This is an optimization exercise on Yosys and OpenROAD, whose aim is small area, not a production implementation. Function was checked by simulation only, so behaviour that the tests miss may differ from the original.

## flow/design.v (module list and top-level ports; edited modules follow where they fit)
// module stc_cos_q: 262 lines
// module stc_cos_sm: 10 lines
// module stc_cos_rom: 6 lines
// module stc_voct_b: 70 lines
// module stc_voct_s: 70 lines
// module stc_voct_r: 1030 lines
// module stc_voct_rom: 213 lines
// module stc_mul1: 573 lines
// module stc_mul2: 641 lines
// module stc_osc_core: 113 lines
module stc_osc_core (
    input  wire        clk,
    input  wire        rst,
    input  wire [1:0]  cmd,
    input  wire [63:0] ciw,
    output wire [15:0] sample_out,
    output wire        status
);
  // ...
==> flow/run.sh <==
#!/bin/bash
# synth_recipe.tcl (not shown) runs the flow's synth.tcl, then flattens the netlist and writes it again
# the make line also repeats each setting of config.mk as NAME=value (left out here)
make -C /OpenROAD-flow-scripts/flow DESIGN_CONFIG=/design/flow/config.mk WORK_HOME=/design/flow/orfs CLKGATE_MAP_FILE= SYNTH_SCRIPT=/design/flow/synth_recipe.tcl finish
==> flow/config.mk <==
export PLATFORM = sky130hd
export DESIGN_NAME = stc_osc_core
export DESIGN_NICKNAME = stc_osc_core
export VERILOG_FILES = /design/flow/design.v
export SDC_FILE = /design/flow/constraint.sdc
export NUM_CORES = 4
export LEC_CHECK = 0
export ABC_AREA = 1
export CAP_MARGIN = 20
export CORE_MARGIN = 2
export CORE_UTILIZATION = 55
export SLEW_MARGIN = 20
export SYNTH_MEMORY_MAX_BITS = 65536
==> flow/constraint.sdc <==
create_clock -name core_clock -period 26.0 [get_ports {clk}]
set_input_delay 5.2000 -clock core_clock [delete_from_list [all_inputs] [get_ports {clk}]]
set_output_delay 5.2000 -clock core_clock [all_outputs]
set_load 0.01 [all_outputs]
==> impl_metrics.csv, run 1 <==
group,metric,value,unit
die,initial_core_util,55.7,%
logic_synthesis,synth-simple-area-share,19.1,%
clocking,clockBufferDepth,2,
route,met1Wirelength,58700,um
place,place_area,0.0443,mm2
grt,antenna_found_initial,7,
logic_synthesis,ys_top_cells_by_area,"fa_1, ha_1, nand2_1",
outcome,status,"finished clean",
grt,grt.overflow.total,0,
logic_synthesis,yosysWarnings,5,
clocking,post_cts_buffers,0,
clocking,cts-root-buf,"clkbuf_16",
logic_synthesis,synthCells,5761,
place,numPlacedInstances,6868,
layout,seq_cell_count,165,
clocking,path_clk_slew,0.07,ns
place,gp_congestion,1.01,
die,die_h,276,um
layout,seq_area,0.00400,mm2
logic_synthesis,yosysTopAreaCellShare,18.6,%
timing,finalHoldViolCount,0,
timing,final_max_slew_viol_count,0,
timing,tightest_slew,1.19,ns
layout,num-nets-final,6716,
route,route.met3.wl,14600,um
grt,grt_pass1_vias,40400,
layout,largest_register_ff_count,35,
layout,sh_seq_area,8.86,%
route,avgRoutedWirePerCell,20.8,um
logic_synthesis,yosys-top-cells-count,"nand2_1, inv_1, xor2_1, fa_1, nor2_1",
logic_synthesis,synth_compound_area_share,19.3,%
critical_path,end_kind,"register",
timing,timing.slew.headroom,19.3,%
critical_path,worst-path-buf-inv,23,
==> module stc_osc_core, before the edit <==
module stc_osc_core (
    input  wire        clk,
    input  wire        rst,
    input  wire [1:0]  cmd,
    input  wire [63:0] ciw,
    output wire [15:0] sample_out,
    output wire        status
);
    localparam [1:0] CMD_CTRL  = 2'b01;
    localparam [1:0] CMD_AUDIO = 2'b10;
    localparam [1:0] CMD_RESET = 2'b11;
    reg        fm_q;          
    reg        act_q;         
    reg [23:0] inc_q;         
    reg [9:0]  depth_q;       
    reg [34:0] par_q;         
    reg [23:0] pw_q;          
    reg [23:0] pc_q;          
    reg [29:0] pm_q;          
    reg [15:0] sample_q;
    assign sample_out = sample_q;
    assign status     = fm_q;
    wire is_ctrl  = (cmd == CMD_CTRL);
    wire is_audio = (cmd == CMD_AUDIO);
    wire do_rst   = rst || (cmd == CMD_RESET);
    wire [9:0] pitch = ciw[9:0];
    wire [9:0] voct  = ciw[19:10];
    wire [9:0] k2    = ciw[29:20];
    wire [9:0] cv1   = ciw[39:30];
    wire [9:0] k3    = ciw[49:40];
    wire [9:0] cv2   = ciw[59:50];
    wire       sw    = ciw[60];
    wire [9:0]  base_freq = 10'd32 + {1'b0, pitch[9:1]};
    wire [15:0] voct_factor;
    stc_voct_rom u_voct (.idx(voct), .data(voct_factor));
    wire [10:0] depth_sum = k3 + cv2;
    wire [9:0]  depth_new = (depth_sum > 11'd1013) ? 10'd1013 : depth_sum[9:0];
    wire [10:0] wave_sum_raw = k2 + cv1;
    wire [9:0]  wave_sum     = wave_sum_raw[10] ? 10'd1023 : wave_sum_raw[9:0];
    wire [3:0]  tsel_upper   = wave_sum[9:6];
    wire        upper_nz     = (tsel_upper != 4'd0);
    wire [3:0]  tsel_lower   = tsel_upper - {3'b0, upper_nz};
    wire [3:0]  ratio_int = (k2[9:6] == 4'd15) ? 4'd14 : k2[9:6];
    wire [13:0] ratio_new = {ratio_int, 10'b0} + {4'b0, cv1} + 14'd256;
    wire [34:0] m1_a = cmd[0] ? {19'b0, voct_factor} : par_q;
    wire [9:0]  m1_b = cmd[0] ? base_freq : depth_q;
    wire [40:0] m1_p;
    stc_mul1 u_mul1 (.a(m1_a), .b(m1_b), .p(m1_p));
    wire [24:0] freq_p = m1_p[24:0];      
    wire [22:0] dev    = m1_p[40:18];     
    wire [23:0] pcw_next = (fm_q ? pc_q : pw_q) + inc_q;
    wire [29:0] pm_next  = pm_q + par_q[29:0];
    wire [3:0]  lower   = par_q[4:1];
    wire        nz      = par_q[0];
    wire [5:0]  gain_b  = par_q[10:5];
    wire [7:0]  pos_a   = {pcw_next[21:17] + {1'b0, lower}, pcw_next[16:14]};
    wire        wrap    = (pos_a[7:3] == 5'b11111);
    wire signed [7:0]  wave_a = {~pos_a[7], pos_a[6:0]};
    wire signed [12:0] gterm  = !nz ? 13'sd0 :
                                wrap ? -$signed({7'b0, gain_b}) * 13'sd31 : $signed({7'b0, gain_b});
    wire signed [12:0] mix8   = $signed({wave_a, 3'b0}) + gterm;
    wire [6:0] m_mag;
    wire       m_neg;
    stc_cos_sm u_cos_mod (.idx(pm_next[29:20]), .mag(m_mag), .neg(m_neg));
    wire [24:0] m2_a = cmd[0] ? freq_p : (fm_q ? {2'b0, dev} : {15'b0, depth_q});
    wire signed [14:0] m2_b = cmd[0] ? $signed({1'b0, ratio_new}) :
                              (fm_q ? {8'b0, m_mag} : {{2{mix8[12]}}, mix8});
    wire        m2_n = !cmd[0] && fm_q && m_neg;    
    wire [38:0] m2_p;
    stc_mul2 u_mul2 (.a(m2_a), .b(m2_b), .n(m2_n), .p(m2_p));
    wire [34:0] modfreq = m2_p[38:4];
    wire [23:0] car_read = pcw_next + {m2_p[22:0], 1'b0};
    wire [7:0]  c_cos;
    stc_cos_rom u_cos_car (.idx(car_read[23:14]), .data(c_cos));
    wire [15:0] wt_sample = m2_p[20:5];
    wire [15:0] fm_sample = {c_cos, 8'b0};
    always @(posedge clk) begin
        if (do_rst) begin
            fm_q  <= 1'b0;
            act_q <= 1'b0;
        end else if (is_ctrl) begin
            fm_q  <= sw;
            act_q <= 1'b1;
        end
    end
    always @(posedge clk) begin
        if (is_ctrl) begin
            inc_q   <= freq_p[23:0];
            depth_q <= depth_new;
            par_q   <= sw ? modfreq : {24'b0, wave_sum[5:0], tsel_lower, upper_nz};
        end
    end
    always @(posedge clk) begin
        if (do_rst) begin
            pw_q <= 24'd0;
            pc_q <= 24'd0;
            pm_q <= 30'd0;
        end else if (is_audio && act_q) begin
            if (fm_q) begin
                pc_q <= pcw_next;
                pm_q <= pm_next;
            end else begin
                pw_q <= pcw_next;
            end
        end
    end
    always @(posedge clk) begin
        if (do_rst || (is_audio && !act_q))
            sample_q <= 16'd0;
        else if (is_audio)
            sample_q <= fm_q ? fm_sample : wt_sample;
    end
endmodule
==> run 2: changes to the inputs <==
--- a/flow/design.v
+++ b/flow/design.v
@@ -2231,16 +2231,18 @@
     wire m_s565 = m_p378 ^ m_G523;
     wire m_s566 = m_p380 ^ m_G459;
     assign p = {m_s566, m_s565, m_s564, m_s563, m_s562, m_s561, m_s560, m_s559, m_s558, m_s557, m_s556, m_s555, m_s554, m_s553, m_s552, m_s551, m_s550, m_s549, m_s548, m_s547, m_s546, m_s545, m_s544, m_s543, m_s542, m_s541, m_s540, m_s539, m_s538, m_s537, m_s536, m_s535, m_s534, m_s533, m_s532, m_s531, m_s530, m_s529, m_s528, m_s527, m_p302};
 endmodule
 module stc_mul2 (
     input  wire [24:0] a,
     input  wire [14:0] b,
     input  wire        n,
+    input  wire [22:0] c,
+    output wire [9:0] q,
     output wire [38:0] p
 );
     wire m_one1 = b[0] ^ 1'b0;
     wire m_two2 = (b[1] & ~b[0] & ~1'b0) | (~b[1] & b[0] & 1'b0);
     wire m_neg3 = b[1] ^ n;
     wire m_one4 = b[2] ^ b[1];
     wire m_two5 = (b[3] & ~b[2] & ~b[1]) | (~b[3] & b[2] & b[1]);
     wire m_neg6 = b[3] ^ n;
@@ -2866,16 +2868,205 @@
     wire m_s626 = m_p445 ^ m_G586;
     wire m_s627 = m_p447 ^ m_G528;
     wire m_s628 = m_p449 ^ m_G588;
     wire m_s629 = m_p451 ^ m_G554;
     wire m_s630 = m_p453 ^ m_G590;
     wire m_s631 = m_p455 ^ m_G538;
     wire m_s632 = m_p457 ^ m_G592;
     wire m_s633 = m_p459 ^ m_G556;
+    wire q_s1 = c[0] ^ m_neg3;
+    wire q_c2 = c[0] & m_neg3;
+    wire q_s3 = c[1] ^ (((((m_one1 & a[1]) | (m_two2 & a[0])) ^ m_neg3)));
+    wire q_c4 = c[1] & (((((m_one1 & a[1]) | (m_two2 & a[0])) ^ m_neg3)));
+    wire q_s5 = c[2] ^ (((((m_one4 & a[0])) ^ m_neg6))) ^ m_s310;
+    wire q_c6 = (c[2] & (((((m_one4 & a[0])) ^ m_neg6)))) | (m_s310 & (c[2] ^ (((((m_one4 & a[0])) ^ m_neg6)))));
+    wire q_s7 = c[3] ^ m_c311 ^ m_s312;
+    wire q_c8 = (c[3] & m_c311) | (m_s312 & (c[3] ^ m_c311));
+    wire q_s9 = c[4] ^ m_c313 ^ m_s314;
+    wire q_c10 = (c[4] & m_c313) | (m_s314 & (c[4] ^ m_c313));
+    wire q_s11 = c[5] ^ m_c315 ^ m_s316;
+    wire q_c12 = (c[5] & m_c315) | (m_s316 & (c[5] ^ m_c315));
+    wire q_s13 = c[6] ^ m_c317 ^ m_s318;
+    wire q_c14 = (c[6] & m_c317) | (m_s318 & (c[6] ^ m_c317));
+    wire q_s15 = c[7] ^ m_c319 ^ m_s320;
+    wire q_c16 = (c[7] & m_c319) | (m_s320 & (c[7] ^ m_c319));
+    wire q_s17 = c[8] ^ m_c321 ^ m_s322;
+    wire q_c18 = (c[8] & m_c321) | (m_s322 & (c[8] ^ m_c321));
+    wire q_s19 = c[9] ^ m_c323 ^ m_s324;
+    wire q_c20 = (c[9] & m_c323) | (m_s324 & (c[9] ^ m_c323));
+    wire q_s21 = c[10] ^ m_c325 ^ m_s326;
+    wire q_c22 = (c[10] & m_c325) | (m_s326 & (c[10] ^ m_c325));
+    wire q_s23 = c[11] ^ m_c327 ^ m_s328;
+    wire q_c24 = (c[11] & m_c327) | (m_s328 & (c[11] ^ m_c327));
+    wire q_s25 = c[12] ^ m_c329 ^ m_s330;
+    wire q_c26 = (c[12] & m_c329) | (m_s330 & (c[12] ^ m_c329));
+    wire q_s27 = c[13] ^ m_c331 ^ m_s332;
+    wire q_c28 = (c[13] & m_c331) | (m_s332 & (c[13] ^ m_c331));
+    wire q_s29 = c[14] ^ m_c333 ^ m_s334;
+    wire q_c30 = (c[14] & m_c333) | (m_s334 & (c[14] ^ m_c333));
+    wire q_s31 = c[15] ^ m_c335 ^ m_s336;
+    wire q_c32 = (c[15] & m_c335) | (m_s336 & (c[15] ^ m_c335));
+    wire q_s33 = c[16] ^ m_c337 ^ m_s338;
+    wire q_c34 = (c[16] & m_c337) | (m_s338 & (c[16] ^ m_c337));
+    wire q_s35 = c[17] ^ m_c339 ^ m_s340;
+    wire q_c36 = (c[17] & m_c339) | (m_s340 & (c[17] ^ m_c339));
+    wire q_s37 = c[18] ^ m_c341 ^ m_s342;
+    wire q_c38 = (c[18] & m_c341) | (m_s342 & (c[18] ^ m_c341));
+    wire q_s39 = c[19] ^ m_c343 ^ m_s344;
+    wire q_c40 = (c[19] & m_c343) | (m_s344 & (c[19] ^ m_c343));
+    wire q_s41 = c[20] ^ m_c345 ^ m_s346;
+    wire q_c42 = (c[20] & m_c345) | (m_s346 & (c[20] ^ m_c345));
+    wire q_s43 = c[21] ^ m_c347 ^ m_s348;
+    wire q_c44 = (c[21] & m_c347) | (m_s348 & (c[21] ^ m_c347));
+    wire q_s45 = c[22] ^ m_c349 ^ m_s350;
+    wire q_c46 = (c[22] & m_c349) | (m_s350 & (c[22] ^ m_c349));
+    wire q_g47 = q_s1 & (((((m_one1 & a[0])) ^ m_neg3)));
+    wire q_p48 = q_s1 ^ (((((m_one1 & a[0])) ^ m_neg3)));
+    wire q_g49 = q_c2 & q_s3;
+    wire q_p50 = q_c2 ^ q_s3;
+    wire q_g51 = q_c4 & q_s5;
+    wire q_p52 = q_c4 ^ q_s5;
+    wire q_g53 = q_c6 & q_s7;
+    wire q_p54 = q_c6 ^ q_s7;
+    wire q_g55 = q_c8 & q_s9;
+    wire q_p56 = q_c8 ^ q_s9;
+    wire q_g57 = q_c10 & q_s11;
+    wire q_p58 = q_c10 ^ q_s11;
+    wire q_g59 = q_c12 & q_s13;
+    wire q_p60 = q_c12 ^ q_s13;
+    wire q_g61 = q_c14 & q_s15;
+    wire q_p62 = q_c14 ^ q_s15;
+    wire q_g63 = q_c16 & q_s17;
+    wire q_p64 = q_c16 ^ q_s17;
+    wire q_g65 = q_c18 & q_s19;
+    wire q_p66 = q_c18 ^ q_s19;
+    wire q_g67 = q_c20 & q_s21;
+    wire q_p68 = q_c20 ^ q_s21;
+    wire q_g69 = q_c22 & q_s23;
+    wire q_p70 = q_c22 ^ q_s23;
+    wire q_g71 = q_c24 & q_s25;
+    wire q_p72 = q_c24 ^ q_s25;
+    wire q_g73 = q_c26 & q_s27;
+    wire q_p74 = q_c26 ^ q_s27;
+    wire q_g75 = q_c28 & q_s29;
+    wire q_p76 = q_c28 ^ q_s29;
+    wire q_g77 = q_c30 & q_s31;
+    wire q_p78 = q_c30 ^ q_s31;
+    wire q_g79 = q_c32 & q_s33;
+    wire q_p80 = q_c32 ^ q_s33;
+    wire q_g81 = q_c34 & q_s35;
+    wire q_p82 = q_c34 ^ q_s35;
+    wire q_g83 = q_c36 & q_s37;
+    wire q_p84 = q_c36 ^ q_s37;
+    wire q_g85 = q_c38 & q_s39;
+    wire q_p86 = q_c38 ^ q_s39;
+    wire q_g87 = q_c40 & q_s41;
+    wire q_p88 = q_c40 ^ q_s41;
+    wire q_g89 = q_c42 & q_s43;
+    wire q_p90 = q_c42 ^ q_s43;
+    wire q_g91 = q_c44 & q_s45;
+    wire q_p92 = q_c44 ^ q_s45;
+    wire q_G93 = q_g49 | (q_p50 & q_g47);
+    wire q_P94 = q_p50 & q_p48;
+    wire q_G95 = q_g53 | (q_p54 & q_g51);
+    wire q_P96 = q_p54 & q_p52;
+    wire q_G97 = q_g57 | (q_p58 & q_g55);
+    wire q_P98 = q_p58 & q_p56;
+    wire q_G99 = q_g61 | (q_p62 & q_g59);
+    wire q_P100 = q_p62 & q_p60;
+    wire q_G101 = q_g65 | (q_p66 & q_g63);
+    wire q_P102 = q_p66 & q_p64;
+    wire q_G103 = q_g69 | (q_p70 & q_g67);
+    wire q_P104 = q_p70 & q_p68;
+    wire q_G105 = q_g73 | (q_p74 & q_g71);
+    wire q_P106 = q_p74 & q_p72;
+    wire q_G107 = q_g77 | (q_p78 & q_g75);
+    wire q_P108 = q_p78 & q_p76;
+    wire q_G109 = q_g81 | (q_p82 & q_g79);
+    wire q_P110 = q_p82 & q_p80;
+    wire q_G111 = q_g85 | (q_p86 & q_g83);
+    wire q_P112 = q_p86 & q_p84;
+    wire q_G113 = q_g89 | (q_p90 & q_g87);
+    wire q_P114 = q_p90 & q_p88;
+    wire q_G115 = q_G95 | (q_P96 & q_G93);
+    wire q_P116 = q_P96 & q_P94;
+    wire q_G117 = q_G99 | (q_P100 & q_G97);
+    wire q_P118 = q_P100 & q_P98;
+    wire q_G119 = q_G103 | (q_P104 & q_G101);
+    wire q_P120 = q_P104 & q_P102;
+    wire q_G121 = q_G107 | (q_P108 & q_G105);
+    wire q_P122 = q_P108 & q_P106;
+    wire q_G123 = q_G111 | (q_P112 & q_G109);
+    wire q_P124 = q_P112 & q_P110;
+    wire q_G125 = q_G117 | (q_P118 & q_G115);
+    wire q_P126 = q_P118 & q_P116;
+    wire q_G127 = q_G121 | (q_P122 & q_G119);
+    wire q_P128 = q_P122 & q_P120;
+    wire q_G129 = q_G127 | (q_P128 & q_G125);
+    wire q_P130 = q_P128 & q_P126;
+    wire q_G131 = q_G119 | (q_P120 & q_G125);
+    wire q_P132 = q_P120 & q_P126;
+    wire q_G133 = q_G123 | (q_P124 & q_G129);
+    wire q_P134 = q_P124 & q_P130;
+    wire q_G135 = q_G97 | (q_P98 & q_G115);
+    wire q_P136 = q_P98 & q_P116;
+    wire q_G137 = q_G101 | (q_P102 & q_G125);
+    wire q_P138 = q_P102 & q_P126;
+    wire q_G139 = q_G105 | (q_P106 & q_G131);
+    wire q_P140 = q_P106 & q_P132;
+    wire q_G141 = q_G109 | (q_P110 & q_G129);
+    wire q_P142 = q_P110 & q_P130;
+    wire q_G143 = q_G113 | (q_P114 & q_G133);
+    wire q_P144 = q_P114 & q_P134;
+    wire q_G145 = q_g51 | (q_p52 & q_G93);
+    wire q_P146 = q_p52 & q_P94;
+    wire q_G147 = q_g55 | (q_p56 & q_G115);
+    wire q_P148 = q_p56 & q_P116;
+    wire q_G149 = q_g59 | (q_p60 & q_G135);
+    wire q_P150 = q_p60 & q_P136;
+    wire q_G151 = q_g63 | (q_p64 & q_G125);
+    wire q_P152 = q_p64 & q_P126;
+    wire q_G153 = q_g67 | (q_p68 & q_G137);
+    wire q_P154 = q_p68 & q_P138;
+    wire q_G155 = q_g71 | (q_p72 & q_G131);
+    wire q_P156 = q_p72 & q_P132;
+    wire q_G157 = q_g75 | (q_p76 & q_G139);
+    wire q_P158 = q_p76 & q_P140;
+    wire q_G159 = q_g79 | (q_p80 & q_G129);
+    wire q_P160 = q_p80 & q_P130;
+    wire q_G161 = q_g83 | (q_p84 & q_G141);
+    wire q_P162 = q_p84 & q_P142;
+    wire q_G163 = q_g87 | (q_p88 & q_G133);
+    wire q_P164 = q_p88 & q_P134;
+    wire q_G165 = q_g91 | (q_p92 & q_G143);
+    wire q_P166 = q_p92 & q_P144;
+    wire q_s167 = q_p50 ^ q_g47;
+    wire q_s168 = q_p52 ^ q_G93;
+    wire q_s169 = q_p54 ^ q_G145;
+    wire q_s170 = q_p56 ^ q_G115;
+    wire q_s171 = q_p58 ^ q_G147;
+    wire q_s172 = q_p60 ^ q_G135;
+    wire q_s173 = q_p62 ^ q_G149;
+    wire q_s174 = q_p64 ^ q_G125;
+    wire q_s175 = q_p66 ^ q_G151;
+    wire q_s176 = q_p68 ^ q_G137;
+    wire q_s177 = q_p70 ^ q_G153;
+    wire q_s178 = q_p72 ^ q_G131;
+    wire q_s179 = q_p74 ^ q_G155;
+    wire q_s180 = q_p76 ^ q_G139;
+    wire q_s181 = q_p78 ^ q_G157;
+    wire q_s182 = q_p80 ^ q_G129;
+    wire q_s183 = q_p82 ^ q_G159;
+    wire q_s184 = q_p84 ^ q_G141;
+    wire q_s185 = q_p86 ^ q_G161;
+    wire q_s186 = q_p88 ^ q_G133;
+    wire q_s187 = q_p90 ^ q_G163;
+    wire q_s188 = q_p92 ^ q_G143;
+    assign q = {q_s188, q_s187, q_s186, q_s185, q_s184, q_s183, q_s182, q_s181, q_s180, q_s179};
     assign p = {m_s633, m_s632, m_s631, m_s630, m_s629, m_s628, m_s627, m_s626, m_s625, m_s624, m_s623, m_s622, m_s621, m_s620, m_s619, m_s618, m_s617, m_s616, m_s615, m_s614, m_s613, m_s612, m_s611, m_s610, m_s609, m_s608, m_s607, m_s606, m_s605, m_s604, m_s603, m_s602, m_s601, m_s600, m_s599, m_s598, m_s597, m_s596, m_p385};
 endmodule
 module stc_osc_core (
     input  wire        clk,
     input  wire        rst,
     input  wire [1:0]  cmd,
     input  wire [63:0] ciw,
     output wire [15:0] sample_out,
@@ -2937,21 +3128,21 @@
     wire [6:0] m_mag;
     wire       m_neg;
     stc_cos_sm u_cos_mod (.idx(pm_next[29:20]), .mag(m_mag), .neg(m_neg));
     wire [24:0] m2_a = cmd[0] ? freq_p : (fm_q ? {2'b0, dev} : {15'b0, depth_q});
     wire signed [14:0] m2_b = cmd[0] ? $signed({1'b0, ratio_new}) :
                               (fm_q ? {8'b0, m_mag} : {{2{mix8[12]}}, mix8});
     wire        m2_n = !cmd[0] && fm_q && m_neg;    
     wire [38:0] m2_p;
-    stc_mul2 u_mul2 (.a(m2_a), .b(m2_b), .n(m2_n), .p(m2_p));
+    wire [9:0]  car_idx;      
+    stc_mul2 u_mul2 (.a(m2_a), .b(m2_b), .n(m2_n), .c(pcw_next[23:1]), .q(car_idx), .p(m2_p));
     wire [34:0] modfreq = m2_p[38:4];
-    wire [23:0] car_read = pcw_next + {m2_p[22:0], 1'b0};
     wire [7:0]  c_cos;
-    stc_cos_rom u_cos_car (.idx(car_read[23:14]), .data(c_cos));
+    stc_cos_rom u_cos_car (.idx(car_idx), .data(c_cos));
     wire [15:0] wt_sample = m2_p[20:5];
     wire [15:0] fm_sample = {c_cos, 8'b0};
     always @(posedge clk) begin
         if (do_rst) begin
             fm_q  <= 1'b0;
             act_q <= 1'b0;
         end else if (is_ctrl) begin
             fm_q  <= sw;
--- a/flow/config.mk
+++ b/flow/config.mk
@@ -4,10 +4,11 @@
 export VERILOG_FILES = /design/flow/design.v
 export SDC_FILE = /design/flow/constraint.sdc
 export NUM_CORES = 4
 export LEC_CHECK = 0
 export ABC_AREA = 1
 export CAP_MARGIN = 20
 export CORE_MARGIN = 2
 export CORE_UTILIZATION = 55
+export GPL_TIMING_DRIVEN = 0
 export SLEW_MARGIN = 20
 export SYNTH_MEMORY_MAX_BITS = 65536
==> run 2 against run 1 <==
Via count up 1.5%. Wire length up 13%. Synthesized cell count down 1.9%. First-iteration DRC count up 43%. Die area down 0.73%. Utilization down 1.8 points. Critical path type unchanged.
==> impl_metrics.csv, run 2 <==
group,metric,value,unit
hold_path,hp-class,"register to register",
place,place_area,0.0424,mm2
route,vias,42100,
timing,layout_worst_path_cycle_share,96.7,%
die,ios,85,
outcome,status,"finished clean",
grt,grtUsageMet2,62.0,%
logic_synthesis,synth_nets,6458,
logic_synthesis,yosys.area_share.adder,30.4,%
route,drt_pass1_iterations,7,
route,drtIter0Drc,5775,
logic_synthesis,synth_top_family_by_area,"adder cells",
grt,grt_max_degree,27,
layout,finalInstanceArea,0.0436,mm2
critical_path,critPathRequiredTime,26.42,ns
logic_synthesis,synth_compound_area_share,18.5,%
layout,top_regs,"par_q (35), pm_q (30)",
layout,final_cell_mix,"inv_1, nand2_1, nor2_1, fa_1, xor2_1",
critical_path,slowest_delay,0.65,ns
clocking,cts_tree,"done",
logic_synthesis,synth-simple-area-share,17.7,%
timing,final_max_slew_viol_count,0,
grt,grtUsageTotal,42.5,%
timing,setup_ws,0.866,ns
critical_path,crit_type,"input port to register",
timing,fin_crit,25.13,ns
logic_synthesis,postSynth.asyncResetShare,0,%
layout,syn_to_final_growth,8.01,%
critical_path,rrSetupSlack,6.38,ns
critical_path,crit_path_start_kind,"input port",
clocking,clock-sinks,165,
logic_synthesis,yosys-top-cells-count,"inv_1, nand2_1, nor2_1, fa_1, xor2_1",
logic_synthesis,muxShareOfSynthArea,0.115,%
clocking,holdBufCountCts,0,
logic_synthesis,yosysTopAreaCell,"fa_1",
grt,grt_most_used_layer,"met2",
hold_path,min_from,"pw_q[1]$_SDFFE_PP0P_",
grt,grt_pass1_vias,40400,
critical_path,reg2regPathDepth,104,
clocking,clk_latency,0.50,ns
die,die_h,275,um
flow_run,drv_cap,0,
critical_path,end_kind,"register",
die,num_rows,99,
clocking,cts-buffers-inserted,17,
logic_synthesis,synth_edf_count,69,
logic_synthesis,yosysWarnings,5,
grt,grt.overflow.total,0,
die,core_area,0.0728,mm2
clocking,htreeDepth,4,
grt,antenna_found_initial,13,
critical_path,arrival,25.55,ns
route,routed_wl,162000,um
logic_synthesis,netlist_area,0.0404,mm2
logic_synthesis,synthCells,5649,
logic_synthesis,ys_top_cells_by_area,"fa_1, ha_1, inv_1",
timing,tightest_slew,1.26,ns
timing,setup_viol,0,
route,viasPerCell,6.24,
timing,fin_setup_tns,0,ns
logic_synthesis,seq_area_frac_synth,9.89,%
place,dp_hpwl,131000,um
route,avgRoutedWirePerCell,24.1,um
die,initial_core_util,55.5,%
place,gp_congestion,1.09,
place,dp_slack,-2.65,ns
hold_path,min_to,"pw_q[1]$_SDFFE_PP0P_",
timing,timing.slew.headroom,15.9,%
logic_synthesis,synthXorXnorAreaFrac,11.2,%
timing,finalHoldViolCount,0,
logic_synthesis,syn_area_per_cell,7.15,um2
critical_path,r2r-start,"fm_q$_SDFFE_PP0N_",
route,ant_nets,0,
route,drc,0,
logic_synthesis,yosys.cell_types.count,77,
layout,regMostFlops,"par_q",
layout,drive_gt1_share,5.62,%
logic_synthesis,synth_most_common_cell,"inv_1",
clocking,clockBufferDepth,2,
critical_path,rr_endpoint,"sample_q[14]$_SDFFE_PP0N_",
layout,final_common_cell,"inv_1",
die,die_width,275,um
timing,fmax,39.8,MHz
grt,grt_pass1_wl,243000,um
logic_synthesis,synth-seq-cells,165,
die,die-area,0.0756,mm2
critical_path,cp_slowest_cell,"clkdlybuf4s50_1",
critical_path,cp_common_cell,"fa_1",
clocking,path_clk_slew,0.08,ns
critical_path,cp_max_fo,10,
timing,fin_skew,0.0221,ns
hold_path,hold_depth,2,
grt,grt_use_met1,55.2,%
grt,met3_usage,14.1,%
layout,num-nets-final,6577,
logic_synthesis,yosysTopAreaCellShare,19.9,%
place,port-buffer-count,79,
layout,largest_register_ff_count,35,
clocking,cts-root-buf,"clkbuf_16",
logic_synthesis,synthFlopType,"dfxtp_1",
## run 2: changes by cell type after synthesis, sizes merged, moves of 21 or more
cell	previous run	this run
inv	974	995
o21bai	46	13
xnor2	112	140
nor2	391	448
nand2	1024	918
nand3	269	224
fa	379	402
## run 2: logic make-up (layout without fill, tap and decap cells)
logic type,after synthesis,after routing
other,0,8
xor gates and xnor gates,511,511
buffers and inverters,1284,1416
muxes,4,4
and+or+nand+nor,1705,1705
AOI/OAI and AO/OA,1239,1239
adders and majority gates,741,741
DFF,165,165
## run 2: worst max-delay path by stage
stage	start	end	slack (ns)
floorplan	ciw[12]	sample_q[14]$_SDFFE_PP0N_	2.60
global placement	ciw[11]	sample_q[14]$_SDFFE_PP0N_	-2.66
detailed placement	ciw[11]	sample_q[14]$_SDFFE_PP0N_	-2.65
CTS	ciw[12]	sample_q[14]$_SDFFE_PP0N_	0.02
global route	ciw[11]	sample_q[14]$_SDFFE_PP0N_	-0.01
finish	ciw[16]	sample_q[14]$_SDFFE_PP0N_	0.87
## run 2: layout make-up
class,instances,area [um2]
fillers,6997,29200
plain buffers,274,1270
well taps,959,1200
clock buffers,18,429
clock inverters,14,180
inverters,1008,3820
multi-input cells,4200,31700
flip-flops and latches,165,3990
diodes,8,20.0
repair buffers,102,975
## run 2: through the flow
step / std cells / utilization, % / hold WS (ns)
2_1_floorplan: 5649 / - / 0.424
3_3_place_gp: 6687 / 58.2 / 0.436
3_5_place_dp: 6689 / 58.3 / 0.442
4_1_cts: 6725 / 59.4 / 0.454
5_1_grt: 6740 / 59.9 / 0.477
6_report: 6748 / 59.9 / 0.457
## run 2: worst max-delay path: cells and delay by family
kind / cells / cell delay, ns
AO/OA/AOI/OAI: 28 / 4.50
XOR/XNOR: 6 / 1.31
adder cells (fa/ha/maj): 21 / 8.54
buffers and inverters: 20 / 3.38
AND/OR/NAND/NOR: 20 / 2.62
## run 2: what timing repair did
item | 4_1_cts | 5_1_grt
gates resized for setup | 92 | 132
pin swaps | 2 | 5
endpoints found under the setup margin | 8 | 8
setup buffers | 6 | 15
## run 2: layer usage
| metal | wire length [um] | part of all wire (%) |
|---|---|---|
| met4 | 11000 | 6.8 |
| met2 | 66400 | 41 |
| met1 | 62300 | 38 |
| met3 | 22600 | 14 |
| met5 | 123 | 0.076 |
==> run 3: changes to the inputs <==
--- a/flow/design.v
+++ b/flow/design.v
@@ -3064,6 +3064,128 @@
     assign q = {q_s188, q_s187, q_s186, q_s185, q_s184, q_s183, q_s182, q_s181, q_s180, q_s179};
     assign p = {m_s633, m_s632, m_s631, m_s630, m_s629, m_s628, m_s627, m_s626, m_s625, m_s624, m_s623, m_s622, m_s621, m_s620, m_s619, m_s618, m_s617, m_s616, m_s615, m_s614, m_s613, m_s612, m_s611, m_s610, m_s609, m_s608, m_s607, m_s606, m_s605, m_s604, m_s603, m_s602, m_s601, m_s600, m_s599, m_s598, m_s597, m_s596, m_p385};
 endmodule
+module stc_add24 (
+    input  wire [23:0] x,
+    input  wire [23:0] y,
+    output wire [23:0] s
+);
+    wire a_s1 = x[0] ^ y[0];
+    wire a_c2 = x[0] & y[0];
+    wire a_s3 = x[1] ^ y[1] ^ a_c2;
+    wire a_c4 = (x[1] & y[1]) | (a_c2 & (x[1] ^ y[1]));
+    wire a_s5 = x[2] ^ y[2] ^ a_c4;
+    wire a_c6 = (x[2] & y[2]) | (a_c4 & (x[2] ^ y[2]));
+    wire a_s7 = x[3] ^ y[3] ^ a_c6;
+    wire a_c8 = (x[3] & y[3]) | (a_c6 & (x[3] ^ y[3]));
+    wire a_s9 = x[4] ^ y[4] ^ a_c8;
+    wire a_c10 = (x[4] & y[4]) | (a_c8 & (x[4] ^ y[4]));
+    wire a_s11 = x[5] ^ y[5] ^ a_c10;
+    wire a_c12 = (x[5] & y[5]) | (a_c10 & (x[5] ^ y[5]));
+    wire a_s13 = x[6] ^ y[6] ^ a_c12;
+    wire a_c14 = (x[6] & y[6]) | (a_c12 & (x[6] ^ y[6]));
+    wire a_s15 = x[7] ^ y[7] ^ a_c14;
+    wire a_c16 = (x[7] & y[7]) | (a_c14 & (x[7] ^ y[7]));
+    wire a_s17 = x[8] ^ y[8] ^ a_c16;
+    wire a_c18 = (x[8] & y[8]) | (a_c16 & (x[8] ^ y[8]));
+    wire a_s19 = x[9] ^ y[9] ^ a_c18;
+    wire a_c20 = (x[9] & y[9]) | (a_c18 & (x[9] ^ y[9]));
+    wire a_s21 = x[10] ^ y[10] ^ a_c20;
+    wire a_c22 = (x[10] & y[10]) | (a_c20 & (x[10] ^ y[10]));
+    wire a_s23 = x[11] ^ y[11] ^ a_c22;
+    wire a_c24 = (x[11] & y[11]) | (a_c22 & (x[11] ^ y[11]));
+    wire a_s25 = x[12] ^ y[12] ^ a_c24;
+    wire a_c26 = (x[12] & y[12]) | (a_c24 & (x[12] ^ y[12]));
+    wire a_s27 = x[13] ^ y[13] ^ a_c26;
+    wire a_c28 = (x[13] & y[13]) | (a_c26 & (x[13] ^ y[13]));
+    wire a_s29 = x[14] ^ y[14] ^ a_c28;
+    wire a_c30 = (x[14] & y[14]) | (a_c28 & (x[14] ^ y[14]));
+    wire a_s31 = x[15] ^ y[15] ^ a_c30;
+    wire a_c32 = (x[15] & y[15]) | (a_c30 & (x[15] ^ y[15]));
+    wire a_s33 = x[16] ^ y[16] ^ a_c32;
+    wire a_c34 = (x[16] & y[16]) | (a_c32 & (x[16] ^ y[16]));
+    wire a_s35 = x[17] ^ y[17] ^ a_c34;
+    wire a_c36 = (x[17] & y[17]) | (a_c34 & (x[17] ^ y[17]));
+    wire a_s37 = x[18] ^ y[18] ^ a_c36;
+    wire a_c38 = (x[18] & y[18]) | (a_c36 & (x[18] ^ y[18]));
+    wire a_s39 = x[19] ^ y[19] ^ a_c38;
+    wire a_c40 = (x[19] & y[19]) | (a_c38 & (x[19] ^ y[19]));
+    wire a_s41 = x[20] ^ y[20] ^ a_c40;
+    wire a_c42 = (x[20] & y[20]) | (a_c40 & (x[20] ^ y[20]));
+    wire a_s43 = x[21] ^ y[21] ^ a_c42;
+    wire a_c44 = (x[21] & y[21]) | (a_c42 & (x[21] ^ y[21]));
+    wire a_s45 = x[22] ^ y[22] ^ a_c44;
+    wire a_c46 = (x[22] & y[22]) | (a_c44 & (x[22] ^ y[22]));
+    wire a_s47 = x[23] ^ y[23] ^ a_c46;
+    wire a_c48 = (x[23] & y[23]) | (a_c46 & (x[23] ^ y[23]));
+    assign s = {a_s47, a_s45, a_s43, a_s41, a_s39, a_s37, a_s35, a_s33, a_s31, a_s29, a_s27, a_s25, a_s23, a_s21, a_s19, a_s17, a_s15, a_s13, a_s11, a_s9, a_s7, a_s5, a_s3, a_s1};
+endmodule
+module stc_add30 (
+    input  wire [29:0] x,
+    input  wire [29:0] y,
+    output wire [29:0] s
+);
+    wire a_s1 = x[0] ^ y[0];
+    wire a_c2 = x[0] & y[0];
+    wire a_s3 = x[1] ^ y[1] ^ a_c2;
+    wire a_c4 = (x[1] & y[1]) | (a_c2 & (x[1] ^ y[1]));
+    wire a_s5 = x[2] ^ y[2] ^ a_c4;
+    wire a_c6 = (x[2] & y[2]) | (a_c4 & (x[2] ^ y[2]));
+    wire a_s7 = x[3] ^ y[3] ^ a_c6;
+    wire a_c8 = (x[3] & y[3]) | (a_c6 & (x[3] ^ y[3]));
+    wire a_s9 = x[4] ^ y[4] ^ a_c8;
+    wire a_c10 = (x[4] & y[4]) | (a_c8 & (x[4] ^ y[4]));
+    wire a_s11 = x[5] ^ y[5] ^ a_c10;
+    wire a_c12 = (x[5] & y[5]) | (a_c10 & (x[5] ^ y[5]));
+    wire a_s13 = x[6] ^ y[6] ^ a_c12;
+    wire a_c14 = (x[6] & y[6]) | (a_c12 & (x[6] ^ y[6]));
+    wire a_s15 = x[7] ^ y[7] ^ a_c14;
+    wire a_c16 = (x[7] & y[7]) | (a_c14 & (x[7] ^ y[7]));
+    wire a_s17 = x[8] ^ y[8] ^ a_c16;
+    wire a_c18 = (x[8] & y[8]) | (a_c16 & (x[8] ^ y[8]));
+    wire a_s19 = x[9] ^ y[9] ^ a_c18;
+    wire a_c20 = (x[9] & y[9]) | (a_c18 & (x[9] ^ y[9]));
+    wire a_s21 = x[10] ^ y[10] ^ a_c20;
+    wire a_c22 = (x[10] & y[10]) | (a_c20 & (x[10] ^ y[10]));
+    wire a_s23 = x[11] ^ y[11] ^ a_c22;
+    wire a_c24 = (x[11] & y[11]) | (a_c22 & (x[11] ^ y[11]));
+    wire a_s25 = x[12] ^ y[12] ^ a_c24;
+    wire a_c26 = (x[12] & y[12]) | (a_c24 & (x[12] ^ y[12]));
+    wire a_s27 = x[13] ^ y[13] ^ a_c26;
+    wire a_c28 = (x[13] & y[13]) | (a_c26 & (x[13] ^ y[13]));
+    wire a_s29 = x[14] ^ y[14] ^ a_c28;
+    wire a_c30 = (x[14] & y[14]) | (a_c28 & (x[14] ^ y[14]));
+    wire a_s31 = x[15] ^ y[15] ^ a_c30;
+    wire a_c32 = (x[15] & y[15]) | (a_c30 & (x[15] ^ y[15]));
+    wire a_s33 = x[16] ^ y[16] ^ a_c32;
+    wire a_c34 = (x[16] & y[16]) | (a_c32 & (x[16] ^ y[16]));
+    wire a_s35 = x[17] ^ y[17] ^ a_c34;
+    wire a_c36 = (x[17] & y[17]) | (a_c34 & (x[17] ^ y[17]));
+    wire a_s37 = x[18] ^ y[18] ^ a_c36;
+    wire a_c38 = (x[18] & y[18]) | (a_c36 & (x[18] ^ y[18]));
+    wire a_s39 = x[19] ^ y[19] ^ a_c38;
+    wire a_c40 = (x[19] & y[19]) | (a_c38 & (x[19] ^ y[19]));
+    wire a_s41 = x[20] ^ y[20] ^ a_c40;
+    wire a_c42 = (x[20] & y[20]) | (a_c40 & (x[20] ^ y[20]));
+    wire a_s43 = x[21] ^ y[21] ^ a_c42;
+    wire a_c44 = (x[21] & y[21]) | (a_c42 & (x[21] ^ y[21]));
+    wire a_s45 = x[22] ^ y[22] ^ a_c44;
+    wire a_c46 = (x[22] & y[22]) | (a_c44 & (x[22] ^ y[22]));
+    wire a_s47 = x[23] ^ y[23] ^ a_c46;
+    wire a_c48 = (x[23] & y[23]) | (a_c46 & (x[23] ^ y[23]));
+    wire a_s49 = x[24] ^ y[24] ^ a_c48;
+    wire a_c50 = (x[24] & y[24]) | (a_c48 & (x[24] ^ y[24]));
+    wire a_s51 = x[25] ^ y[25] ^ a_c50;
+    wire a_c52 = (x[25] & y[25]) | (a_c50 & (x[25] ^ y[25]));
+    wire a_s53 = x[26] ^ y[26] ^ a_c52;
+    wire a_c54 = (x[26] & y[26]) | (a_c52 & (x[26] ^ y[26]));
+    wire a_s55 = x[27] ^ y[27] ^ a_c54;
+    wire a_c56 = (x[27] & y[27]) | (a_c54 & (x[27] ^ y[27]));
+    wire a_s57 = x[28] ^ y[28] ^ a_c56;
+    wire a_c58 = (x[28] & y[28]) | (a_c56 & (x[28] ^ y[28]));
+    wire a_s59 = x[29] ^ y[29] ^ a_c58;
+    wire a_c60 = (x[29] & y[29]) | (a_c58 & (x[29] ^ y[29]));
+    assign s = {a_s59, a_s57, a_s55, a_s53, a_s51, a_s49, a_s47, a_s45, a_s43, a_s41, a_s39, a_s37, a_s35, a_s33, a_s31, a_s29, a_s27, a_s25, a_s23, a_s21, a_s19, a_s17, a_s15, a_s13, a_s11, a_s9, a_s7, a_s5, a_s3, a_s1};
+endmodule
 module stc_osc_core (
     input  wire        clk,
     input  wire        rst,
@@ -3114,8 +3236,10 @@
     stc_mul1 u_mul1 (.a(m1_a), .b(m1_b), .p(m1_p));
     wire [24:0] freq_p = m1_p[24:0];      
     wire [22:0] dev    = m1_p[40:18];     
-    wire [23:0] pcw_next = (fm_q ? pc_q : pw_q) + inc_q;
-    wire [29:0] pm_next  = pm_q + par_q[29:0];
+    wire [23:0] pcw_next;
+    wire [29:0] pm_next;
+    stc_add24 u_add_pcw (.x(fm_q ? pc_q : pw_q), .y(inc_q), .s(pcw_next));
+    stc_add30 u_add_pm (.x(pm_q), .y(par_q[29:0]), .s(pm_next));
     wire [3:0]  lower   = par_q[4:1];
     wire        nz      = par_q[0];
     wire [5:0]  gain_b  = par_q[10:5];
--- a/flow/config.mk
+++ b/flow/config.mk
@@ -9,6 +9,5 @@
 export CAP_MARGIN = 20
 export CORE_MARGIN = 2
 export CORE_UTILIZATION = 55
-export GPL_TIMING_DRIVEN = 0
 export SLEW_MARGIN = 20
 export SYNTH_MEMORY_MAX_BITS = 65536
==> run 3 against run 2 <==
Cell count fell by 5.7%. Register-to-register slack got worse by 3.8 ns. Largest cell class unchanged. Hold slack improved by 0.0064 ns. Clock-buffer cell count did not move. Still clean. Via count fell by 9.2%. Fmax rose by 2.8%. First-iteration DRC count fell by 23%. Critical path depth did not move. Critical path type unchanged.
==> impl_metrics.csv, run 3 <==
group,metric,value,unit
clocking,cts_tree,"done",
logic_synthesis,synth_edf_count,69,
timing,timing.slew.headroom,24.5,%
place,gp_congestion,1.02,
layout,fillers,6659,
clocking,clockBufferDepth,2,
critical_path,arrival,24.81,ns
layout,regMostFlops,"par_q",
timing,finalHoldViolCount,0,
logic_synthesis,yosys-top-cells-count,"inv_1, nand2_1, fa_1, o21ai_0, xor2_1",
die,die_width,270,um
critical_path,crit_type,"input port to register",
critical_path,rr_endpoint,"sample_q[14]$_SDFFE_PP0N_",
place,dp_hpwl,108000,um
timing,tightest_slew,1.12,ns
critical_path,slowest_delay,0.54,ns
logic_synthesis,netlist_area,0.0390,mm2
critical_path,startpoint,"ciw[12]",
place,numPlacedInstances,6327,
timing,final_max_slew_viol_count,0,
route,drt_pass1_iterations,6,
timing,layout_worst_path_cycle_share,94.1,%
die,ios,85,
timing,setup_viol,0,
die,die_h,270,um
die,num_rows,97,
critical_path,cp_slowest_cell,"fa_1",
timing,fmax,40.9,MHz
grt,grt.overflow.total,0,
critical_path,reg2regPathDepth,99,
place,dp_slack,1.24,ns
grt,grt_pass1_vias,37400,
layout,final_cells,6360,
flow_run,drv_cap,0,
logic_synthesis,ys_top_cells_by_area,"fa_1, ha_1, xor2_1",
logic_synthesis,synth_nets,6121,
layout,final_cell_mix,"inv_1, nand2_1, fa_1, o21ai_0, xor2_1",
critical_path,cp_max_fo,16,
layout,drive_gt1_share,7.97,%
grt,grtUsageTotal,38.2,%
logic_synthesis,seq_area_frac_synth,10.2,%
route,drc,0,
layout,final_common_cell,"inv_1",
clocking,clock-sinks,165,
route,ant_nets,0,
logic_synthesis,synth_most_common_cell,"inv_1",
timing,setup_ws,1.55,ns
timing,grt_setup_unrepaired,"no",
route,routed_wl,139000,um
clocking,clk_latency,0.50,ns
critical_path,crit_path_start_kind,"input port",
critical_path,end_kind,"register",
critical_path,critPathRequiredTime,26.35,ns
logic_synthesis,synth-seq-cells,165,
die,die-area,0.0730,mm2
critical_path,cp_common_cell,"nand2_1",
timing,fin_skew,0.0213,ns
layout,largest_register_ff_count,35,
hold_path,hold_depth,2,
clocking,path_clk_slew,0.07,ns
layout,syn_to_final_growth,9.32,%
logic_synthesis,synthCells,5305,
logic_synthesis,yosys.cell_types.count,72,
grt,grt_max_degree,81,
grt,antenna_found_initial,2,
timing,fin_setup_tns,0,ns
layout,num-nets-final,6222,
die,initial_core_util,55.6,%
critical_path,r2r-start,"par_q[0]$_DFFE_PN_",
logic_synthesis,yosysTopAreaCellShare,22.9,%
route,vias,38200,
route,avgRoutedWirePerCell,21.9,um
outcome,status,"finished clean",
logic_synthesis,yosysWarnings,5,
grt,grt_pass1_wl,217000,um
layout,top_regs,"par_q (35), pm_q (30)",
clocking,cts-buffers-inserted,17,
timing,holdWs,0.464,ns
clocking,holdBufCountCts,0,
hold_path,min_to,"sample_q[12]$_SDFFE_PP0N_",
timing,fin_crit,24.45,ns
logic_synthesis,postSynth.asyncResetShare,0,%
clocking,cts-root-buf,"clkbuf_16",
logic_synthesis,yosysTopAreaCell,"fa_1",
logic_synthesis,syn_area_per_cell,7.35,um2
route,viasPerCell,6.01,
die,core_area,0.0701,mm2
hold_path,hp-class,"register to register",
place,port-buffer-count,80,
logic_synthesis,synthFlopType,"dfxtp_1",
route,drtIter0Drc,4462,
critical_path,rrSetupSlack,2.62,ns
clocking,htreeDepth,4,
hold_path,min_from,"sample_q[12]$_SDFFE_PP0N_",
## run 3: cell types whose count changed in the layout (fill, tap and decap cells not counted), sizes merged, moves of 53 or more
| cell | change |
|---|---|
| buf | +185 |
| clkbuf | -205 |
| inv | -128 |
| nand2 | -89 |
| nor2 | -53 |
| o21ai | +63 |
| xnor2 | -86 |
## run 3: how the worst max path moves through the flow
stage / endpoint / slack, ns / depth (start not counted)
5_1_grt: sample_q[14]$_SDFFE_PP0N_ / 0.04 / 97
3_5_place_dp: sample_q[12]$_SDFFE_PP0N_ / 1.24 / 90
4_1_cts: sample_q[12]$_SDFFE_PP0N_ / 1.73 / 92
2_1_floorplan: sample_q[12]$_SDFFE_PP0N_ / 3.47 / 89
6_report: sample_q[14]$_SDFFE_PP0N_ / 1.55 / 95
3_3_place_gp: sample_q[14]$_SDFFE_PP0N_ / 1.34 / 92
## run 3: cell families (layout without fill, tap and decap cells)
logic type / after synthesis / in the layout / share of synthesized area [%]
mux: 3 / 3 / 0.0770
compound gates: 1260 / 1260 / 19.1
buf+inv: 1166 / 1280 / 11.6
xor+xnor: 452 / 452 / 10.3
simple gates: 1511 / 1511 / 16.1
fa+ha+maj: 748 / 748 / 32.6
flops: 165 / 165 / 10.2
other cells: 0 / 1 / 0
## run 3: area by class of cell
type	count	area, um2	area share, %
clock inverter	14	174	0.408
antenna	1	2.50	0.00587
tap	940	1180	2.76
timing repair buffer	358	2940	6.90
sequential	165	3990	9.37
multi-input combinational	3974	30500	71.7
inverter	890	3350	7.85
clock buffer	18	450	1.06
## run 3: timing repair
item	CTS	global route
setup buffers	0	0
endpoints found under the setup margin	0	1
endpoints found under the hold margin	0	0
resized for setup	0	1
## run 3: metal layers
metal  vias to the layer above  track usage [%]  share of wire [%]
met5                         -                0             0.0086
met4                         2             15.7                4.6
met3                       366             9.19                 11
met2                      2030             58.6                 44
met1                     18200             51.7                 41
li1                      17600                -                  -
## run 3: worst max-delay path: cells and delay by family
| kind | cells | cell delay (ns) |
|---|---|---|
| buffers and inverters | 20 | 3.56 |
| AND/OR/NAND/NOR | 27 | 3.31 |
| XOR/XNOR | 3 | 0.55 |
| AO/OA/AOI/OAI | 24 | 4.15 |
| adder cells (fa/ha/maj) | 21 | 7.99 |
## run 3: per-stage QoR
| step | instance area (um2) | util [%] |
|---|---|---|
| 2_1_floorplan | 39000 | - |
| 3_3_place_gp | 42000 | 59.9 |
| 3_5_place_dp | 42000 | 59.9 |
| 4_1_cts | 42600 | 60.7 |
| 5_1_grt | 42600 | 60.8 |
| 6_report | 42600 | 60.8 |
==> run 4: changes to the inputs <==
--- a/flow/config.mk
+++ b/flow/config.mk
@@ -9,5 +9,6 @@
 export CAP_MARGIN = 20
 export CORE_MARGIN = 2
 export CORE_UTILIZATION = 55
+export GPL_TIMING_DRIVEN = 0
 export SLEW_MARGIN = 20
 export SYNTH_MEMORY_MAX_BITS = 65536
==> run 4 against run 3 <==
Register-to-register slack got worse by 0.95 ns. Non-clock buffer count rose by 14. Sequential share of layout area rose by 0.14 points. Cell count rose by 0.24%. Via count rose by 3.6%. Critical path depth fell by 6. Sequential cell count did not move. Clock-buffer cell count rose by 1. Still clean. First-iteration DRC count rose by 16%.
==> impl_metrics.csv, run 4 <==
group,metric,value,unit
outcome,status,"finished clean",
critical_path,r2r-start,"fm_q$_SDFFE_PP0N_",
critical_path,end_kind,"register",
logic_synthesis,synth_edf_count,69,
route,viasPerCell,6.21,
clocking,path_clk_slew,0.08,ns
route,dr_wl_met2,63400,um
die,num_rows,97,
hold_path,min_to,"pw_q[20]$_SDFFE_PP0P_",
die,die_width,270,um
flow_run,drv_cap,0,
timing,fmax,39.5,MHz
hold_path,min_from,"pw_q[20]$_SDFFE_PP0P_",
route,drt_pass1_iterations,8,
route,drc,0,
route,met1Wirelength,59800,um
place,gp_congestion,1.06,
timing,holdWs,0.459,ns
critical_path,slowest_delay,0.59,ns
clocking,cts-buffers-inserted,17,
layout,drive_gt1_share,5.08,%
clocking,cts-root-buf,"clkbuf_16",
place,dp_slack,-2.12,ns
place,numPlacedInstances,6326,
route,avgRoutedWirePerCell,24.1,um
clocking,cts_tree,"done",
layout,top_regs,"par_q (35), pm_q (30)",
route,highest_layer,"met5",
clocking,clock-sinks,165,
logic_synthesis,ys_top_cells_by_area,"fa_1, ha_1, xor2_1",
grt,antenna_found_initial,3,
logic_synthesis,synthCells,5305,
timing,finalHoldViolCount,0,
route,drtIter0Drc,5168,
logic_synthesis,synth_most_common_cell,"inv_1",
route,route.met3.wl,21300,um
logic_synthesis,seq_area_frac_synth,10.2,%
place,place_area,0.0410,mm2
critical_path,rrSetupSlack,1.67,ns
grt,grt_max_degree,26,
critical_path,arrival,25.70,ns
grt,grtUsageTotal,41.7,%
layout,fillers,6803,
layout,num-nets-final,6236,
hold_path,hold_depth,2,
die,ios,85,
logic_synthesis,postSynth.asyncResetShare,0,%
timing,fin_skew,0.0223,ns
timing,setup_viol,0,
layout,finalInstanceArea,0.0420,mm2
critical_path,crit_type,"input port to register",
logic_synthesis,synth_nets,6121,
route,routed_wl,154000,um
hold_path,hp-class,"register to register",
timing,fin_crit,25.34,ns
layout,syn_to_final_growth,7.67,%
layout,largest_register_ff_count,35,
grt,grt_pass1_vias,38500,
layout,post-route-util,59.9,%
critical_path,reg2regPathDepth,97,
critical_path,cp_slowest_cell,"o21ai_1",
critical_path,crit_path_start_kind,"input port",
die,die_h,270,um
clocking,clk_latency,0.49,ns
timing,layout_worst_path_cycle_share,97.5,%
route,ant_nets,0,
layout,final_cell_mix,"inv_1, nand2_1, fa_1, xor2_1, o21ai_0",
clocking,clockBufferDepth,2,
place,dp_hpwl,125000,um
clocking,holdBufCountCts,0,
place,port-buffer-count,78,
critical_path,critPathRequiredTime,26.35,ns
die,die-area,0.0730,mm2
timing,setup_ws,0.658,ns
grt,grt.overflow.total,0,
grt,grt_pass1_wl,233000,um
logic_synthesis,yosysWarnings,5,
logic_synthesis,synth-seq-cells,165,
die,core_area,0.0701,mm2
logic_synthesis,yosys-top-cells-count,"inv_1, nand2_1, fa_1, o21ai_0, xor2_1",
timing,timing.slew.headroom,18.2,%
timing,final_max_slew_viol_count,0,
logic_synthesis,netlist_area,0.0390,mm2
logic_synthesis,synthFlopType,"dfxtp_1",
logic_synthesis,yosysTopAreaCellShare,22.9,%
critical_path,cp_common_cell,"fa_1",
layout,final_common_cell,"inv_1",
logic_synthesis,yosys.cell_types.count,72,
logic_synthesis,yosysTopAreaCell,"fa_1",
clocking,htreeDepth,4,
route,vias,39600,
logic_synthesis,syn_area_per_cell,7.35,um2
timing,tightest_slew,1.23,ns
layout,final_cells,6375,
die,initial_core_util,55.6,%
layout,regMostFlops,"par_q",
critical_path,rr_endpoint,"sample_q[14]$_SDFFE_PP0N_",
critical_path,cp_max_fo,15,
==> run 4: changes by cell type in the layout (fill, tap and decap cells not counted), sizes merged <==
cell	previous run	this run
diode	1	2
clkbuf	18	209
buf	280	104
dlymetal6s2s	0	1
clkdlybuf4s50	78	77
inv	875	880
clkinv	28	19
clkinvlp	1	4
==> run 4: area by class of cell <==
cell class,count,area [um2],share of cell area [%]
clock inverter,13,133,0.316
multi-input combinational,3974,30700,73.1
tap,940,1180,2.80
antenna,2,5.00,0.0119
clock buffer,19,443,1.05
timing repair buffer,96,963,2.29
inverter,890,3360,8.01
sequential,165,3990,9.51
buffer,276,1230,2.94
==> run 4: kinds of logic after synthesis <==
family                     Yosys count  synth area share [%]
and+or+nand+nor                   1511                  16.1
AOI/OAI and AO/OA                 1260                  19.1
buffers and inverters             1166                  11.6
adders and majority gates          748                  32.6
xor gates and xnor gates           452                  10.3
DFF                                165                  10.2
muxes                                3                0.0770
==> run 4: critical path: cells and delay by family <==
family          cells  cell delay (ns)
xor+xnor            5             0.95
buf+inv            16             2.78
simple gates       22             2.43
compound gates     23             4.84
fa+ha+maj          23             9.43
==> run 4: repair_timing <==
item | 4_1_cts | 5_1_grt
setup buffers | 0 | 15
pin swaps | 0 | 5
setup endpoints to repair | 8 | 8
resized for setup | 26 | 96
==> run 4: metrics by stage <==
stage               setup TNS (ns)
floorplan                        0
global placement            -14.14
detailed placement          -15.47
CTS                              0
global route               -0.0114
finish                           0
==> run 4: worst max path at each step <==
stage	start	endpoint	slack, ns	cells past startpoint
global route	ciw[11]	sample_q[14]$_SDFFE_PP0N_	-0.009	98
detailed placement	ciw[11]	sample_q[12]$_SDFFE_PP0N_	-2.12	90
floorplan	ciw[11]	sample_q[12]$_SDFFE_PP0N_	3.47	89
finish	ciw[11]	sample_q[14]$_SDFFE_PP0N_	0.66	89
CTS	ciw[11]	sample_q[12]$_SDFFE_PP0N_	0.005	87
global placement	ciw[11]	sample_q[14]$_SDFFE_PP0N_	-1.94	96
==> run 4: metal layers <==
metal,GRT usage [%],vias up
met1,55.6,18700
met5,0,-
li1,-,17600
met4,21.1,2
met3,12.9,590
met2,61.1,2680
==> run 5: changes to the inputs <==
--- a/flow/config.mk
+++ b/flow/config.mk
@@ -8,7 +8,7 @@
 export ABC_AREA = 1
 export CAP_MARGIN = 20
 export CORE_MARGIN = 2
-export CORE_UTILIZATION = 55
+export CORE_UTILIZATION = 65
 export GPL_TIMING_DRIVEN = 0
 export SLEW_MARGIN = 20
 export SYNTH_MEMORY_MAX_BITS = 65536
==> run 5 against run 4 <==
First-iteration DRC count is 28% higher. Setup slack better by 0.032 ns. Global-route usage is 7.9 points higher. Fmax is 0.12% higher. Wire length is 1.4% higher. Critical path depth is 2 lower. Largest cell class unchanged. Clock-buffer cell count is 1 lower.
==> impl_metrics.csv, run 5 <==
group,metric,value,unit
die,core_area,0.0591,mm2
flow_run,drv_cap,0,
critical_path,arrival,25.69,ns
layout,final_common_cell,"inv_1",
critical_path,crit_type,"input port to register",
layout,finalInstanceArea,0.0417,mm2
critical_path,critPathRequiredTime,26.38,ns
place,port-buffer-count,78,
layout,regMostFlops,"par_q",
timing,setup_ws,0.690,ns
clocking,cts_tree,"done",
timing,fin_setup_tns,0,ns
route,vias,41700,
logic_synthesis,yosysWarnings,5,
route,viasPerCell,6.72,
critical_path,end_kind,"register",
logic_synthesis,ys_top_cells_by_area,"fa_1, ha_1, xor2_1",
hold_path,min_from,"pw_q[20]$_SDFFE_PP0P_",
layout,largest_register_ff_count,35,
critical_path,r2r-start,"fm_q$_SDFFE_PP0N_",
place,place_area,0.0408,mm2
clocking,cts-buffers-inserted,17,
clocking,holdBufCountCts,0,
logic_synthesis,synthFlopType,"dfxtp_1",
logic_synthesis,seq_area_frac_synth,10.2,%
route,routed_wl,156000,um
layout,drive_gt1_share,4.92,%
logic_synthesis,netlist_area,0.0390,mm2
logic_synthesis,synth_most_common_cell,"inv_1",
timing,final_max_slew_viol_count,0,
critical_path,slowest_delay,0.57,ns
clocking,cts-root-buf,"clkbuf_16",
logic_synthesis,synth_edf_count,69,
critical_path,cp_max_fo,15,
critical_path,crit_path_start_kind,"input port",
clocking,htreeDepth,4,
die,ios,85,
layout,final_cell_mix,"inv_1, nand2_1, fa_1, xor2_1, o21ai_0",
die,die_h,249,um
logic_synthesis,yosysTopAreaCell,"fa_1",
die,num_rows,89,
timing,tightest_slew,1.25,ns
grt,grt.overflow.total,0,
critical_path,cp_common_cell,"fa_1",
logic_synthesis,yosys.cell_types.count,72,
critical_path,startpoint,"ciw[11]",
die,initial_core_util,65.9,%
grt,grt_pass1_wl,236000,um
route,drc,0,
logic_synthesis,synth-seq-cells,165,
clocking,path_clk_slew,0.08,ns
timing,grt_setup_unrepaired,"no",
logic_synthesis,yosysTopAreaCellShare,22.9,%
place,dp_hpwl,123000,um
grt,grt_max_degree,27,
route,drtIter0Drc,6613,
layout,syn_to_final_growth,6.93,%
logic_synthesis,postSynth.asyncResetShare,0,%
place,gp_congestion,1.10,
clocking,clock-sinks,165,
layout,num-nets-final,6227,
logic_synthesis,synth_nets,6121,
route,ant_nets,0,
outcome,status,"finished clean",
timing,holdWs,0.459,ns
grt,grtUsageTotal,49.6,%
place,dp_slack,-2.30,ns
logic_synthesis,yosys-top-cells-count,"inv_1, nand2_1, fa_1, o21ai_0, xor2_1",
timing,finalHoldViolCount,0,
die,die-area,0.0620,mm2
timing,fmax,39.5,MHz
clocking,clockBufferDepth,2,
grt,antenna_found_initial,6,
timing,setup_viol,0,
clocking,clk_latency,0.51,ns
critical_path,cp_slowest_cell,"fa_1",
timing,layout_worst_path_cycle_share,97.3,%
timing,fin_crit,25.31,ns
route,drt_pass1_iterations,16,
hold_path,hp-class,"register to register",
logic_synthesis,synthCells,5305,
die,die_width,249,um
layout,top_regs,"par_q (35), pm_q (30)",
timing,fin_skew,0.0250,ns
timing,timing.slew.headroom,16.7,%
grt,grt_pass1_vias,41000,
route,avgRoutedWirePerCell,25.2,um
logic_synthesis,syn_area_per_cell,7.35,um2
## run 5: cells by family after synthesis
| logic type | after synthesis | share of synthesized area (%) |
|---|---|---|
| buffers and inverters | 1166 | 11.6 |
| adder cells (fa/ha/maj) | 748 | 32.6 |
| flip-flops | 165 | 10.2 |
| AO/OA/AOI/OAI | 1260 | 19.1 |
| XOR/XNOR | 452 | 10.3 |
| multiplexers | 3 | 0.0770 |
| AND/OR/NAND/NOR | 1511 | 16.1 |
## run 5: final cells by class
cell class	count	area (um2)
antenna	3	7.51
clock buffer	18	450
sequential	165	3990
tap	773	967
buffer	275	1230
multi-input combinational	3974	30700
inverter	890	3360
fill	4733	17400
timing repair buffer	88	878
clock inverter	14	150
## run 5: metal layers
layer | GRT usage (%) | part of all wire (%)
met1 | 60.7 | 35
met2 | 72.2 | 41
met3 | 19.4 | 16
met4 | 33.5 | 8.2
met5 | 0 | 0.029
## run 5: worst paths after layout
path | to | slack (ns) | cells after the start
setup / recovery | sample_q[12]$_SDFFE_PP0N_ | 0.69 | 87
hold reg to reg | pw_q[20]$_SDFFE_PP0P_ | 0.46 | 2
setup reg to reg | sample_q[12]$_SDFFE_PP0N_ | 0.84 | 95
hold / removal | pw_q[20]$_SDFFE_PP0P_ | 0.46 | 2
## run 5: worst max-delay path: cells and delay by family
| family | cells | cell delay [ns] |
|---|---|---|
| buffers and inverters | 19 | 2.79 |
| and+or+nand+nor | 19 | 1.90 |
| AOI/OAI and AO/OA | 22 | 6.02 |
| xor gates and xnor gates | 3 | 0.57 |
| adders and majority gates | 24 | 9.12 |
## run 5: per-stage QoR
stage          util (%)  instances
2_1_floorplan         -       5305
3_3_place_gp       68.9       6156
3_5_place_dp       69.0       6159
4_1_cts            70.2       6193
5_1_grt            70.5       6197
6_report           70.5       6200
## run 5: repair_timing
| action | CTS | global route |
|---|---|---|
| pin swaps | 1 | 0 |
| endpoints found under the setup margin | 8 | 8 |
| buffers inserted | 2 | 5 |
| gates resized for setup | 33 | 89 |

what the ideal ports hide:
The flow's constraints put no driver on any port. The routed layouts listed below were extracted and timed again, unchanged, in two steps. Step 1 assumes that a clkbuf_16 drives the clock port and a buf_2 every other input. Step 2 moves the port delays by t, midway between the first and last clock arrival at a register: inputs arrive t later, outputs are due t later. That takes back most of the time a late clock gives input paths. Three values: ideal, step 1, step 2; two values: the first two.
run | shift t [ns] | setup WS [ns] | worst setup path after step 2 | clock arrival spread, ns
run 1 | 0.546 | 1.222 / 1.267 / 0.721 | input to register | 0.027 / 0.027
run 2 | 0.547 | 0.866 / 0.899 / 0.352 | input to register | 0.022 / 0.022
run 3 | 0.561 | 1.547 / 1.595 / 1.034 | input to register | 0.022 / 0.021
run 4 | 0.544 | 0.658 / 0.701 / 0.158 | input to register | 0.023 / 0.023
run 5 | 0.560 | 0.690 / 0.729 / 0.168 | input to register | 0.025 / 0.025
After both steps setup and hold are still met in every run listed. For run 5, which loses most, drivers alone change the setup slack by +0.039 ns; drivers and shift together by -0.522 ns.
